Source: an optimization exercise on an open RTL-to-GDS flow (aim: small area). Production flows keep margins and buffers that such runs may drop. Only simulation tests tie the RTL to the original design; equivalence was not proved. The clock port is modelled as an ideal driver; clocking choices that lean on that would not hold on a real chip.

==> flow/design.v (excerpt) <==
module tcpu_core (
    input  wire       clk,
    input  wire       rst,
    input  wire       start,
    input  wire [15:0] budget,
    output wire       mem_req,
    output wire       mem_we,
    output wire [7:0] mem_addr,
    output wire [7:0] mem_wdata,
    input  wire       mem_ready,
    input  wire [7:0] mem_rdata,
    output wire       tty_valid,
    output wire [7:0] tty_data,
    output reg  [2:0] status,
    output reg  [7:0] acc,
    output reg  [7:0] pc,
    output reg  [7:0] ir,
    output reg        cf,
    output wire       zf
);
    localparam [4:0] U_END  = 5'd0,
                     U_FETCH= 5'd1,    
                     U_RTP  = 5'd2,    
                     U_RUP  = 5'd3,    
                     U_RPP  = 5'd4,    
                     U_RTT  = 5'd5,    
                     U_RPT  = 5'd6,    
                     U_RTF  = 5'd7,    
                     U_AMT  = 5'd10,   
                     U_AR   = 5'd11,   
                     U_UA   = 5'd12,   
                     U_INX  = 5'd13,   
                     U_RIN  = 5'd14,   
                     U_UFE  = 5'd15,   
                     U_TINC = 5'd16,   
                     U_TP2  = 5'd17,   
                     U_UTM  = 5'd18,   
                     U_WTU  = 5'd19,   
                     U_WFU  = 5'd20,   
                     U_TTY  = 5'd21,   
                     U_STOP = 5'd22;   
    reg [7:0]  t, u;         
    reg [15:0] ring;         
    reg [1:0]  rph;          
    reg [2:0]  st;           
    reg [2:0]  bph;          
    reg        rv;           
    reg        c;            
    wire running = (status == 3'd1);
    assign zf       = (acc == 8'h00);
    assign tty_data = acc;
    wire [5:0] op = ir[5:0];
    wire bad    = ir[7] | ir[6] | (ir[5] & (ir[4] | ir[3] | (ir[2] & (ir[1] | ir[0]))));
    wire f_ttyi = (op == 6'h0E);
    wire f_halt = (op == 6'h10);
    reg [4:0] uop;
    always @* begin
        uop = U_END;
        if (st == 3'd0) uop = U_FETCH;
        else if (st == 3'd1 && (bad || f_ttyi || f_halt)) uop = U_STOP;
        else if (st == 3'd7) uop = U_END;
        else begin
            case (op)
                6'h00, 6'h01, 6'h03, 6'h04, 6'h05,      
                6'h06, 6'h15, 6'h16:                    
  ...
==> flow/config.mk <==
export PLATFORM = sky130hd
export DESIGN_NAME = tcpu_core
export DESIGN_NICKNAME = tcpu_core
export VERILOG_FILES = /design/flow/design.v
export SDC_FILE = /design/flow/constraint.sdc
export NUM_CORES = 4
export LEC_CHECK = 0
export ABC_AREA = 1
export CAP_MARGIN = 20
export CORE_MARGIN = 2
export CORE_UTILIZATION = 60
export SLEW_MARGIN = 20
==> flow/constraint.sdc <==
create_clock -name core_clock -period 10.0 [get_ports {clk}]
set_input_delay 2.0000 -clock core_clock [delete_from_list [all_inputs] [get_ports {clk}]]
set_output_delay 2.0000 -clock core_clock [all_outputs]
set_load 0.01 [all_outputs]
standard.sh (not shown) runs the stock make flow with config.mk's settings and CLKGATE_MAP_FILE= SYNTH_SCRIPT=/design/flow/synth_recipe.tcl, a recipe that flattens the netlist after the stock synthesis.
==> flow/flow/run.sh <==
#!/bin/bash
# Own layout flow:
#  1. the standard synthesis (bash standard.sh synth), kept for reference;
#  2. the same synthesis again without the full/half-adder extraction
#     (ADDER_MAP_FILE empty), used only if its registers (instance names and
#     cells) are exactly the standard synthesis's;
#  3. the combinational logic re-mapped by ABC for area (flow/remap.ys,
#     flow/remap.abc); the registers stay black boxes, untouched;
#  4. the standard layout from floorplan to finish on that netlist, with
#     the smallest buffer on each port and a clock tree of small buffers
#     without dummy loads, a clock buffer upsized where the clock pins it
#     drives would see a high slew (flow/post_cts.tcl).
# Each tool's output goes to a log file of its own in this folder.
set -euo pipefail
W=$(pwd)
R=$W/orfs/results/${FLOW_PLATFORM:-sky130hd}/tcpu_core/base
LIB=$FLOW_HOME/platforms/sky130hd/lib/sky130_fd_sc_hd__tt_025C_1v80.lib
YOSYS=$FLOW_HOME/../tools/install/yosys/bin/yosys
[[ -x $YOSYS ]] || YOSYS=yosys

regs() {  # sequential cell instances of a netlist: "cell instance", sorted
    grep -E '^\s*sky130_fd_sc_hd__(df|edf|sdf|sedf|dl[rx])[a-z0-9_]* ' "$1" | awk '{print $1, $2}' | sort
}

# 1. standard synthesis
bash standard.sh synth > $W/flow_1_synth.log 2>&1
cp $R/1_2_yosys.v $W/standard_1_2_yosys.v
regs $W/standard_1_2_yosys.v > $W/standard_regs.txt

# 2. the same synthesis without adder extraction
rm -f $R/1_2_yosys.v $R/1_2_yosys.sdc $R/1_synth.odb $R/1_synth.sdc
SRC=$W/standard_1_2_yosys.v
if bash standard.sh ADDER_MAP_FILE= synth > $W/flow_2_synth_noadders.log 2>&1; then
    cp $R/1_2_yosys.v $W/noadders_1_2_yosys.v
    regs $W/noadders_1_2_yosys.v > $W/noadders_regs.txt
    if cmp -s $W/standard_regs.txt $W/noadders_regs.txt; then
        SRC=$W/noadders_1_2_yosys.v
    fi
fi
echo "re-mapping $SRC" > $W/flow_source.txt

# 3. re-map the combinational logic
sed -e "s#@LIB@#$LIB#g" -e "s#@IN@#$SRC#" -e "s#@OUT@#$W/remapped.v#" \
    -e "s#@ABC@#$W/flow/remap.abc#" $W/flow/remap.ys > $W/remap_run.ys
$YOSYS -s $W/remap_run.ys > $W/flow_3_remap.log 2>&1
regs $W/remapped.v > $W/remapped_regs.txt
cmp $W/standard_regs.txt $W/remapped_regs.txt
cp $W/remapped.v $R/1_2_yosys.v
cp $W/orfs/results/${FLOW_PLATFORM:-sky130hd}/tcpu_core/base/1_2_yosys.sdc $W/ 2>/dev/null || true
rm -f $R/1_synth.odb $R/1_synth.sdc
touch $R/1_2_yosys.v

# 4. standard layout on the re-mapped netlist
bash standard.sh \
    "BUFFER_PORTS_ARGS=-buffer_cell sky130_fd_sc_hd__buf_1" \
    "CTS_ARGS=-sink_clustering_enable -repair_clock_nets -dont_use_dummy_load -buf_list sky130_fd_sc_hd__clkbuf_4 -sink_clustering_size 24 -sink_clustering_max_diameter 80" \
    "POST_CTS_TCL=$W/flow/post_cts.tcl" \
    finish > $W/flow_4_layout.log 2>&1
test -s $W/out/final.def
Other scripts of this flow, unchanged in this note and not shown: flow/flow/post_cts.tcl, flow/flow/remap.abc, flow/flow/remap.ys
The baseline passed the timing, DRC and antenna checks.
Change:
--- a/flow/design.v
+++ b/flow/design.v
@@ -11,49 +11,51 @@
     input  wire [7:0] mem_rdata,
     output wire       tty_valid,
     output wire [7:0] tty_data,
     output reg  [2:0] status,
     output reg  [7:0] acc,
     output reg  [7:0] pc,
-    output reg  [7:0] ir,
+    output wire [7:0] ir,
     output reg        cf,
     output wire       zf
 );
     localparam [4:0] U_END  = 5'd0,
-                     U_FETCH= 5'd1,    
-                     U_RTP  = 5'd2,    
-                     U_RUP  = 5'd3,    
-                     U_RPP  = 5'd4,    
-                     U_RTT  = 5'd5,    
-                     U_RPT  = 5'd6,    
-                     U_RTF  = 5'd7,    
-                     U_AMT  = 5'd10,   
-                     U_AR   = 5'd11,   
-                     U_UA   = 5'd12,   
-                     U_INX  = 5'd13,   
-                     U_RIN  = 5'd14,   
-                     U_UFE  = 5'd15,   
-                     U_TINC = 5'd16,   
-                     U_TP2  = 5'd17,   
-                     U_UTM  = 5'd18,   
-                     U_WTU  = 5'd19,   
-                     U_WFU  = 5'd20,   
-                     U_TTY  = 5'd21,   
-                     U_STOP = 5'd22;   
+                     U_FETCH= 5'd8,    
+                     U_RTP  = 5'd9,    
+                     U_RUP  = 5'd10,    
+                     U_RPP  = 5'd11,    
+                     U_RTT  = 5'd12,    
+                     U_RPT  = 5'd13,    
+                     U_RTF  = 5'd14,    
+                     U_AMT  = 5'd16,   
+                     U_AR   = 5'd17,   
+                     U_UA   = 5'd18,   
+                     U_INX  = 5'd19,   
+                     U_RIN  = 5'd20,   
+                     U_UFE  = 5'd21,   
+                     U_TINC = 5'd22,   
+                     U_TP2  = 5'd23,   
+                     U_UTM  = 5'd24,   
+                     U_WTU  = 5'd4,   
+                     U_WFU  = 5'd5,   
+                     U_TTY  = 5'd1,   
+                     U_STOP = 5'd2;   
     reg [7:0]  t, u;         
+    reg [5:0]  irl;          
     reg [15:0] ring;         
     reg [1:0]  rph;          
     reg [2:0]  st;           
     reg [2:0]  bph;          
     reg        rv;           
     reg        c;            
     wire running = (status == 3'd1);
     assign zf       = (acc == 8'h00);
     assign tty_data = acc;
-    wire [5:0] op = ir[5:0];
-    wire bad    = ir[7] | ir[6] | (ir[5] & (ir[4] | ir[3] | (ir[2] & (ir[1] | ir[0]))));
+    wire [5:0] op = irl;
+    assign ir = {(status == 3'd4) ? t[7:6] : 2'b00, irl};
+    wire bad    = t[7] | t[6] | (op[5] & (op[4] | op[3] | (op[2] & (op[1] | op[0]))));
     wire f_ttyi = (op == 6'h0E);
     wire f_halt = (op == 6'h10);
     reg [4:0] uop;
     always @* begin
         uop = U_END;
         if (st == 3'd0) uop = U_FETCH;
@@ -136,13 +138,13 @@
         l_ir = 1'b0; l_t = 1'b0; l_u = 1'b0; l_pc = 1'b0;
         xs = 3'd0; ys = 2'd0; yinv = 1'b0; cin1 = 1'b0; cin_a7 = 1'b0;
         f_nand = 1'b0; f_shift = 1'b0;
         d_a = 1'b0; d_t = 1'b0; d_u = 1'b0;
         cf_we = 1'b0;
         case (uop)
-            U_FETCH: begin k_rd = 1'b1; a_pc = 1'b1; postinc = 1'b1; l_ir = 1'b1; end
+            U_FETCH: begin k_rd = 1'b1; a_pc = 1'b1; postinc = 1'b1; l_ir = 1'b1; l_t = 1'b1; end
             U_RTP:   begin k_rd = 1'b1; a_pc = 1'b1; postinc = 1'b1; l_t = 1'b1; end
             U_RUP:   begin k_rd = 1'b1; a_pc = 1'b1; postinc = 1'b1; l_u = 1'b1; end
             U_RPP:   begin k_rd = 1'b1; a_pc = 1'b1; l_pc = 1'b1; end
             U_RTT:   begin k_rd = 1'b1; l_t = 1'b1; end
             U_RPT:   begin k_rd = 1'b1; l_pc = 1'b1; end
             U_RTF:   begin k_rd = 1'b1; a_ff = 1'b1; l_t = 1'b1; end
@@ -217,13 +219,13 @@
         if (rst) begin
             status    <= 3'd0;
             st        <= 3'd0;
             bph       <= 3'd0;
             acc       <= 8'h00;
             pc        <= 8'h00;
-            ir        <= 8'h00;
+            irl       <= 6'h00;
             cf        <= 1'b0;
         end else begin
             if (status == 3'd0 && start) begin
                 status <= 3'd1;
                 rph    <= 2'd0;
                 ring   <= {budget[14:0], (budget[14:0] != 15'd0) & ~budget[15]};
@@ -232,13 +234,13 @@
                 bph <= bph + 3'd1;
                 if (s_a)  acc <= {d_a ? r : acc[0], acc[7:1]};
                 if (cf_we) cf <= co;
             end
             if (pc_inc) pc <= pc + 8'd1;
             else if (running && rv && l_pc) pc <= mem_rdata;
-            if (running && rv && l_ir) ir <= mem_rdata;
+            if (running && rv && l_ir) irl <= mem_rdata[5:0];
             if (running) begin
                 if (st == 3'd7) begin
                     if (rph == 2'd3) begin
                         if (bph[0] && expire) status <= 3'd3;
                         if (bph[0]) st <= 3'd0;
                         bph <= {2'b00, ~bph[0]};
=> The new run finished clean; wire length is higher by a few percent; worst setup slack got worse by 0.28 ns; die area is lower by a few percent; synthesized cell count is lower by a few percent; critical path depth is lower by 1; core utilization is higher by 1.7 points; register-to-register slack improved by 0.11 ns.

## what the ideal ports hide
How much do the figures lean on ideal ports? The routed layouts below were timed once more, with nothing changed but the port constraints. Step 1 (the two cells are an assumption about what drives the block):
set clk [get_ports {clk}]
set_driving_cell -lib_cell sky130_fd_sc_hd__clkbuf_16 $clk
set_driving_cell -lib_cell sky130_fd_sc_hd__buf_2 [delete_from_list [all_inputs] $clk]
Step 2 also shifts input and output timing later by t, the mid clock arrival at the registers, as if the neighbouring blocks saw the same clock. Three values: ideal ports, drivers, drivers and shift; two values: the first two.
run	t (ns)	setup slack, ns	worst setup path after step 2	latest minus earliest clock arrival (ns)
the first run	0.361	2.613 / 2.581 / 2.942	register to output	0.029 / 0.029
the second run	0.367	2.333 / 2.301 / 2.668	register to output	0.022 / 0.022
After both steps every run listed still meets setup and hold.
